From an optimization exercise on the open Yosys and OpenROAD flow, aimed at small area and a short achievable clock period; shortcuts taken in it are not production practice.
The RTL was checked by simulation tests, not by an equivalence proof against the original design.
Power figures rest on the tool's default switching activity, not on a simulated workload.

File: config.mk
export PLATFORM = sky130hd
export DESIGN_NAME = pkt_framer
export DESIGN_NICKNAME = pkt_framer
export VERILOG_FILES = /design/flow/design.v
export SDC_FILE = /design/flow/constraint.sdc
export NUM_CORES = 4
export LEC_CHECK = 0
export CAP_MARGIN = 20
export CORE_MARGIN = 2
export CORE_UTILIZATION = 40
export SLEW_MARGIN = 20
File: constraint.sdc
create_clock -name core_clock -period 8.0 [get_ports {clk}]
set_input_delay 1.6000 -clock core_clock [delete_from_list [all_inputs] [get_ports {clk}]]
set_output_delay 1.6000 -clock core_clock [all_outputs]
set_load 0.01 [all_outputs]
File: design.v
module ring_buf #(
    parameter N  = 128,
    parameter IW = 7
) (
    input              clk,
    input              rst,
    input              push,
    input      [7:0]   push_data,
    input              pop,         
    output     [7:0]   head,        
    output             empty,
    output reg         full,
    output reg [IW-1:0] wr,
    output reg [IW-1:0] rd,
    output     [7:0]   count
);
    localparam [7:0] N8 = N;
    reg [7:0] mem [0:N-1];
    wire [IW-1:0] wr_next = (wr == N - 1) ? {IW{1'b0}} : wr + 1'b1;
    wire [IW-1:0] rd_next = (rd == N - 1) ? {IW{1'b0}} : rd + 1'b1;
    assign empty = (wr == rd) && !full;
    assign head  = mem[rd];
    assign count = full ? N8
                 : (wr >= rd) ? ({1'b0, wr} - {1'b0, rd})
                 : ({1'b0, wr} + N8 - {1'b0, rd});
    always @(posedge clk) begin
        if (rst) begin
            wr   <= {IW{1'b0}};
            rd   <= {IW{1'b0}};
            full <= 1'b0;
        end else if (push) begin
            wr <= wr_next;
            if (full)
                rd <= wr_next;
            else if (wr_next == rd)
                full <= 1'b1;
        end else if (pop && !empty) begin
            rd   <= rd_next;
            full <= 1'b0;
        end
    end
    always @(posedge clk) begin
        if (push)
            mem[wr] <= push_data;
    end
endmodule
module pkt_framer (
    input             clk,
    input             rst,
    input             op_valid,
    input      [15:0] op_word,
    output            op_ready,
    output reg        res_valid,
    output reg [7:0]  res_data,
    input             rx_valid,
    input      [7:0]  rx_data,
    output            rx_ready,
    input             tx_line_ready,
    output reg        tx_valid,
    output reg [7:0]  tx_data
);
    localparam N        = 128;
    localparam IW       = 7;
    localparam BODY_MAX = 7;
    localparam [7:0] HEADER = 8'h24;    
    localparam [7:0] ENDM   = 8'h23;    
    localparam [1:0] AH = 2'd0, AB = 2'd1, AD = 2'd2;
    reg        rxie, txie, tx_act;
    reg [4:0]  status;
    reg [1:0]  fst;
    reg [7:0]  body_len;
    reg [2:0]  cmd;
    reg [7:0]  width;
    reg [7:0]  body [0:BODY_MAX-1];
    wire rx_step   = rx_valid && rxie;
    wire txi_step  = !rx_step && tx_line_ready && txie && tx_act;
    assign rx_ready = rxie;
    assign op_ready = !rx_step && !txi_step;
    wire main_step = op_valid && op_ready;
    wire [7:0] d = op_word[7:0];
    wire op_push_tx  = op_word[15:8] == 8'h11;
    wire op_pop_rx   = op_word == 16'h2000;
    wire op_pop_tx   = op_word == 16'h2100;
    wire op_empty_rx = op_word == 16'h3000;
    wire op_empty_tx = op_word == 16'h3100;
    wire op_fr_step  = op_word == 16'h4000;
    wire op_fr_ack   = op_word == 16'h5000;
    wire op_fr_body  = op_word[15:8] == 8'h60;
    wire op_pump     = op_word == 16'h8000;
    wire op_ie_write = op_word[15:2] == 14'h2400;
    wire op_clr      = op_word[15:5] == 11'h500;
    wire op_rd_reg   = (op_word[15:4] == 12'hB00) && (op_word[3:0] != 4'hF);
    wire [7:0]    rx_head, tx_head, rx_count, tx_count;
    wire          rx_empty, tx_empty, rx_full, tx_full;
    wire [IW-1:0] rx_wr, rx_rd, tx_wr, tx_rd;
    wire fr_take  = main_step && op_fr_step && (fst != AD) && !rx_empty;
    wire rx_pop   = (main_step && op_pop_rx) || fr_take;
    wire pump_go  = main_step && op_pump && !tx_act && !tx_empty;
    wire txi_send = txi_step && !tx_empty;
    wire tx_pop   = (main_step && op_pop_tx) || pump_go || txi_send;
    wire tx_push  = main_step && op_push_tx;
    ring_buf #(.N(N), .IW(IW)) u_rx (
        .clk(clk), .rst(rst),
        .push(rx_step), .push_data(rx_data), .pop(rx_pop),
        .head(rx_head), .empty(rx_empty), .full(rx_full),
        .wr(rx_wr), .rd(rx_rd), .count(rx_count)
    );
    ring_buf #(.N(N), .IW(IW)) u_tx (
        .clk(clk), .rst(rst),
        .push(tx_push), .push_data(d), .pop(tx_pop),
        .head(tx_head), .empty(tx_empty), .full(tx_full),
        .wr(tx_wr), .rd(tx_rd), .count(tx_count)
    );
    wire [7:0] b       = rx_head;
    wire       b_hdr   = b == HEADER;
    wire       b_end   = b == ENDM;
    wire       frame_ok = (body_len >= 8'd3) && (width != 8'hFF) &&
                          (body_len == 8'd3 + width);
    reg [2:0] lk_cmd;
    reg [7:0] lk_width;
    always @(*) begin
        case ({body[0], body[1], b})
            24'h474F4F: begin lk_cmd = 3'd1; lk_width = 8'd4; end   
            24'h454E44: begin lk_cmd = 3'd2; lk_width = 8'd0; end   
            24'h535044: begin lk_cmd = 3'd3; lk_width = 8'd4; end   
            24'h414C54: begin lk_cmd = 3'd4; lk_width = 8'd4; end   
            24'h4D414E: begin lk_cmd = 3'd5; lk_width = 8'd2; end   
            24'h4C4544: begin lk_cmd = 3'd6; lk_width = 8'd2; end   
            default:    begin lk_cmd = 3'd7; lk_width = 8'hFF; end  
        endcase
    end
    wire fr_done = fr_take && (fst == AB) && b_end && frame_ok;
    wire fr_err  = fr_take && (fst == AB) && ((b_end && !frame_ok) || b_hdr);
    integer i;
    always @(posedge clk) begin
        if (rst) begin
            fst      <= AH;
            body_len <= 8'd0;
            cmd      <= 3'd0;
            width    <= 8'hFF;
        end else if (fr_take) begin
            case (fst)
                AH: begin
                    if (b_hdr) begin
                        fst      <= AB;
                        body_len <= 8'd0;
                        cmd      <= 3'd0;
                        width    <= 8'hFF;
                    end
                end
                AB: begin
                    if (b_end) begin
                        if (frame_ok) begin
                            fst <= AD;
                        end else begin
                            fst      <= AH;
                            body_len <= 8'd0;
                            cmd      <= 3'd0;
                            width    <= 8'hFF;
                        end
                    end else if (b_hdr) begin
                        body_len <= 8'd0;
                        cmd      <= 3'd0;
                        width    <= 8'hFF;
                    end else begin
                        if (body_len < BODY_MAX + 1)
                            body_len <= body_len + 8'd1;
                        if (body_len == 8'd2) begin
                            cmd   <= lk_cmd;
                            width <= lk_width;
                        end
                    end
                end
                default: ;
            endcase
        end else if (main_step && op_fr_ack && fst == AD) begin
            fst      <= AH;
            body_len <= 8'd0;
            cmd      <= 3'd0;
            width    <= 8'hFF;
        end
    end
    always @(posedge clk) begin
        if (fr_take && fst == AB && !b_end && !b_hdr && body_len < BODY_MAX) begin
            for (i = 0; i < BODY_MAX; i = i + 1)
                if (body_len == i)
                    body[i] <= b;
        end
    end
    always @(posedge clk) begin
        if (rst) begin
            rxie   <= 1'b0;
            txie   <= 1'b0;
            tx_act <= 1'b0;
            status <= 5'd0;
        end else begin
            if (main_step && op_ie_write) begin
                rxie <= d[0];
                txie <= d[1];
            end
            if (pump_go)
                tx_act <= 1'b1;
            else if (txi_step && tx_empty)
                tx_act <= 1'b0;
            if (main_step && op_clr)
                status <= status & ~d[4:0];
            else begin
                if (rx_step && rx_full)                      status[0] <= 1'b1;
                if (main_step && op_pop_rx && rx_empty)      status[1] <= 1'b1;
                if (tx_push && tx_full)                      status[2] <= 1'b1;
                if (main_step && op_pop_tx && tx_empty)      status[3] <= 1'b1;
                if (fr_err)                                  status[4] <= 1'b1;
            end
        end
    end
    reg [7:0] reg_val;
    always @(*) begin
        case (d[3:0])
            4'd0:    reg_val = {3'b0, status};
            4'd1:    reg_val = {5'b0, tx_act, txie, rxie};
            4'd2:    reg_val = {6'b0, fst};
            4'd3:    reg_val = body_len;
            4'd4:    reg_val = {5'b0, cmd};
            4'd5:    reg_val = width;
            4'd6:    reg_val = rx_count;
            4'd7:    reg_val = tx_count;
            4'd8:    reg_val = {1'b0, rx_wr};
            4'd9:    reg_val = {1'b0, rx_rd};
            4'd10:   reg_val = {1'b0, tx_wr};
            4'd11:   reg_val = {1'b0, tx_rd};
            4'd12:   reg_val = {6'b0, tx_full, rx_full};
            4'd13:   reg_val = 8'h00;           
            4'd14:   reg_val = N;               
            default: reg_val = 8'h00;
        endcase
    end
    wire [7:0] body_lim = (body_len < BODY_MAX) ? body_len : BODY_MAX;
    reg [7:0] result;
    always @(*) begin
        result = 8'h00;
        if (op_pop_rx)
            result = rx_empty ? 8'h00 : rx_head;
        else if (op_pop_tx)
            result = tx_empty ? 8'h00 : tx_head;
        else if (op_empty_rx)
            result = {7'b0, rx_empty};
        else if (op_empty_tx)
            result = {7'b0, tx_empty};
        else if (op_fr_step)
            result = {5'b0, fr_done, fr_err, fr_take};
        else if (op_fr_ack)
            result = {7'b0, fst == AD};
        else if (op_fr_body)
            result = (d < body_lim) ? body[d[2:0]] : 8'h00;
        else if (op_pump)
            result = {7'b0, !tx_act && !tx_empty};
        else if (op_rd_reg)
            result = reg_val;
    end
    always @(posedge clk) begin
        if (rst) begin
            res_valid <= 1'b0;
            res_data  <= 8'h00;
            tx_valid  <= 1'b0;
            tx_data   <= 8'h00;
        end else begin
            res_valid <= main_step;
            if (main_step)
                res_data <= result;
            tx_valid <= pump_go || txi_send;
            if (pump_go || txi_send)
                tx_data <= tx_head;
        end
    end
endmodule
File: run.sh
#!/bin/bash
# synth_recipe.tcl (not shown) runs the flow's synth.tcl, then flattens the netlist and writes it again
# the make line also repeats each setting of config.mk as NAME=value (left out here)
make -C /OpenROAD-flow-scripts/flow DESIGN_CONFIG=/design/flow/config.mk WORK_HOME=/design/flow/orfs CLKGATE_MAP_FILE= SYNTH_SCRIPT=/design/flow/synth_recipe.tcl finish
==> results.yml <==
global_route:
  antenna_found_initial: 10
  first_global_vias: 43200
  grt_pass1_wl_um: 308000
  track_usage_pct: 19.0
  overflow: 0
  grt_max_degree: 113
critical_path:
  cp-start-kind: "flip-flop"
  path_cells: "buf_12 > inv_1 > buf_4 > mux2_2 > o22ai_1 > nor4b_1 > a41oi_1 > nand3_1 > nor3_1 > a31oi_2 > nand2b_1 > nor4b_2"
  slowest_stage: "nor4b_2"
  crit_buf_inv: 3
  critical_path.top_delay_family: "simple AND/OR/NAND/NOR gates"
  cpPeakStageDelay_ns: 0.86
  crit_path_end_kind: "flip-flop"
  crit_type: "reg2reg"
  required_ns: 8.45
  worstPathArrival_ns: 6.68
  worstPathMaxFanout: 48
route:
  vias: 43500
  ant_nets: 0
  finalWirelength_um: 213000
  wl_per_cell_um: 28.2
  drt_iter0_markers: 5539
  avgViaCountPerCell: 5.77
  drt_drc_violations_left: 0
  dr.pass1.iters: 6
synth:
  yosysSeqAreaShare_pct: 74.2
  synth-edff-count: 2104
  synthMostInstantiatedCell: "edfxtp_1"
  synth_async_sr_flop_share_pct: 0
  yosys-top-cells-area: "edfxtp_1 (72%), mux4_2 (15%), dfxtp_1 (2.0%)"
  syn_inst: 4379
  yosysTopAreaCellShare_pct: 72.3
  syn-cell-area_um2: 87400
  synth_flop_cell: "edfxtp_1"
  yosys_register_bits: 2190
  ys_warn_count: 3
  synth_cell_types: 82
  synth_common_cells: "edfxtp_1 (2104), mux4_2 (595), nor2_1 (376), nand2_1 (145), mux2i_1 (130)"
  yosysTopAreaCell: "edfxtp_1"
  avgSynthCellArea_um2: 20.0
layout:
  drive_above_1_share_pct: 22.8
  syn2layout_area_growth_pct: 12.7
  n_fill_cell: 18100
  final_util_pct: 45.4
  nets: 4565
  design_area_um2: 98600
sta:
  skew_ns: 0.0742
  fin_crit_sh_pct: 77.8
  max_slew_margin_pct: 25.3
  rsz0062_at_grt: "no"
  hold_violations: 0
  layout_min_cycle_time_ns: 6.22
  hold_ws_ns: 0.484
  fin_tns_setup_ns: 0
  tightest_slew_ns: 1.12
  slew_violations: 0
  fmax_mhz: 161
  setup_viol: 0
clocking:
  clkLatencyLatePin_ns: 0.88
  cts_hold_buf: 0
  clock_sinks: 2190
  cts_buffers: 217
  ctsHtreeMaxLevel: 4
  cts_setup_buffers: 0
  clk_pin_slew_ns: 0.06
  cts_max_path_buffers: 3
  clockRootBuffer: "clkbuf_16"
  cts_resized: 0
  cts_tree: "yes"
power_and_ir_drop:
  peakVddDrop_mv: 0.203
  p_leak_nw: 29.1
  p_per_area_nw_per_um2: 234
die:
  coreArea_um2: 217000
  num_io_pins: 49
  die_w_um: 472
  die_h_um: 472
  dieArea_um2: 222000
  rows: 171
  start_util_pct: 40.3
min_path:
  hp-class: "reg2reg"
  hp-start: "status[4]$_SDFFE_PP0P_"
placed_design:
  gp_congestion: 0.904
  dpl_cell_area_um2: 91400
  hpwl_um: 131000
  io_buffers: 48
run_status:
  outcome: "finished clean"
flow_run:
  max_cap_violations: 0
report_power, final:
part / internal [W] / switching, W / total [W]
Clock: 0.00580 / 0.00440 / 0.0102
Sequential: 0.0125 / 0.00000184 / 0.0125
Combinational: 0.0000430 / 0.000235 / 0.000278
area by class of cell:
| cell class | count | area (um2) | share of cell area, % |
|---|---|---|---|
| inverter | 39 | 146 | 0.149 |
| sequential | 2190 | 64900 | 65.9 |
| antenna | 1 | 2.50 | 0.00254 |
| timing repair buffer | 139 | 1330 | 1.35 |
| clock inverter | 132 | 1480 | 1.50 |
| multi-input combinational | 1916 | 21400 | 21.7 |
| tap | 2854 | 3570 | 3.62 |
| clock buffer | 274 | 5680 | 5.77 |
flip-flops by register name, summed over array words and instances, names as in the netlist, 8 cells and up, named ones only:
signal / count
u_rx.mem: 1024
body_len: 8
body: 56
tx_data: 8
res_data: 8
u_tx.mem: 1024
per-stage QoR:
stage	power, W	cells	setup slack (ns)
2_1_floorplan	0.0128	4383	2.39
3_3_place_gp	0.0131	7137	1.45
3_5_place_dp	0.0131	7137	1.34
4_1_cts	0.0232	7543	1.58
5_1_grt	0.0237	7545	1.26
6_report	0.0230	7545	1.78
path summary, 6_finish.rpt:
check,slack [ns],endpoint,cells after the start
setup / recovery,1.78,body[0][6]$_DFFE_PP_,12
hold / removal,0.48,status[4]$_SDFFE_PP0P_,2
setup reg to reg,1.78,body[0][6]$_DFFE_PP_,12
hold reg to reg,0.48,status[4]$_SDFFE_PP0P_,2
worst reg2reg max path, cell delays in order (launching register included):
cell	delay (ns)
dfxtp_4	0.64
buf_12	0.41
inv_1	0.56
buf_4	0.35
mux2_2	0.25
o22ai_1	0.10
nor4b_1	0.64
a41oi_1	0.14
nand3_1	0.74
nor3_1	0.28
a31oi_2	0.58
nand2b_1	0.26
nor4b_2	0.86
cell usage in the layout (no fill, tap or decap), drive strengths merged, types with 6 or more instances in the layout:
master | synthesis | final
nand3b | 7 | 7
nand4b | 7 | 7
nand2b | 18 | 18
a22oi | 50 | 50
nor2 | 376 | 376
inv | 38 | 46
clkdlybuf4s50 | 0 | 31
buf | 114 | 108
mux2i | 131 | 131
nor4 | 18 | 18
edfxtp | 2104 | 2104
nand4 | 8 | 8
a31oi | 17 | 17
nand3 | 74 | 74
bufinv | 0 | 23
clkbuf | 124 | 274
xnor2 | 28 | 28
o211ai | 13 | 13
and3 | 24 | 24
xor2 | 11 | 11
mux2 | 20 | 20
a221oi | 7 | 7
a41oi | 6 | 6
nor3 | 27 | 27
dfxtp | 86 | 86
o21ai | 60 | 60
nand2 | 145 | 145
a311oi | 7 | 7
or3 | 7 | 7
a21oi | 63 | 63
and2 | 18 | 18
clkinvlp | 0 | 11
a21o | 12 | 12
ha | 31 | 31
mux4 | 595 | 595
clkinv | 1 | 91
o22ai | 13 | 13
nor2b | 25 | 25
o221ai | 8 | 8
a211oi | 15 | 15
per-layer routing:
metal,wire length [um],global-route usage (%)
met5,27,0
met4,5350,5.30
met3,15000,3.22
met2,98700,29.1
met1,93500,28.1
cells by family (layout without fill, tap and decap cells):
kind of cell	after synthesis	after routing	synth area share (%)
mux	746	746	17.1
other cells	1	6	0.00429
flops	2190	2190	74.2
xor+xnor	39	39	0.391
simple gates	778	778	4.01
buf+inv	277	584	1.34
compound gates	315	315	2.45
fa+ha+maj	33	33	0.489

port drivers added, routing unchanged:
Ports are ideal in the flow. The routed layout listed here was re-timed in OpenROAD.
Step 1 sets driving cells, clkbuf_16 on the clock port and buf_2 on the other inputs (assumed; they add their load-dependent delay and slew).
Step 2, shift: input delay + t, output delay - t, t = (earliest + latest rising clock arrival at the registers) / 2. This alone moves slack from input paths to output paths.
Slacks: ideal ports / drivers / drivers and shift; pairs: ideal ports / drivers.
t, ns: 0.929
setup WS [ns]: 1.777 / 1.777 / 1.293
clock arrival spread, ns: 0.080 / 0.080
worst data-port slew with drivers (ns): 0.15
pins driven straight from the clock port: 1
After both steps this run still meets setup and hold. For this run, drivers alone change the setup slack by 0.000 ns; drivers and shift together by -0.484 ns.
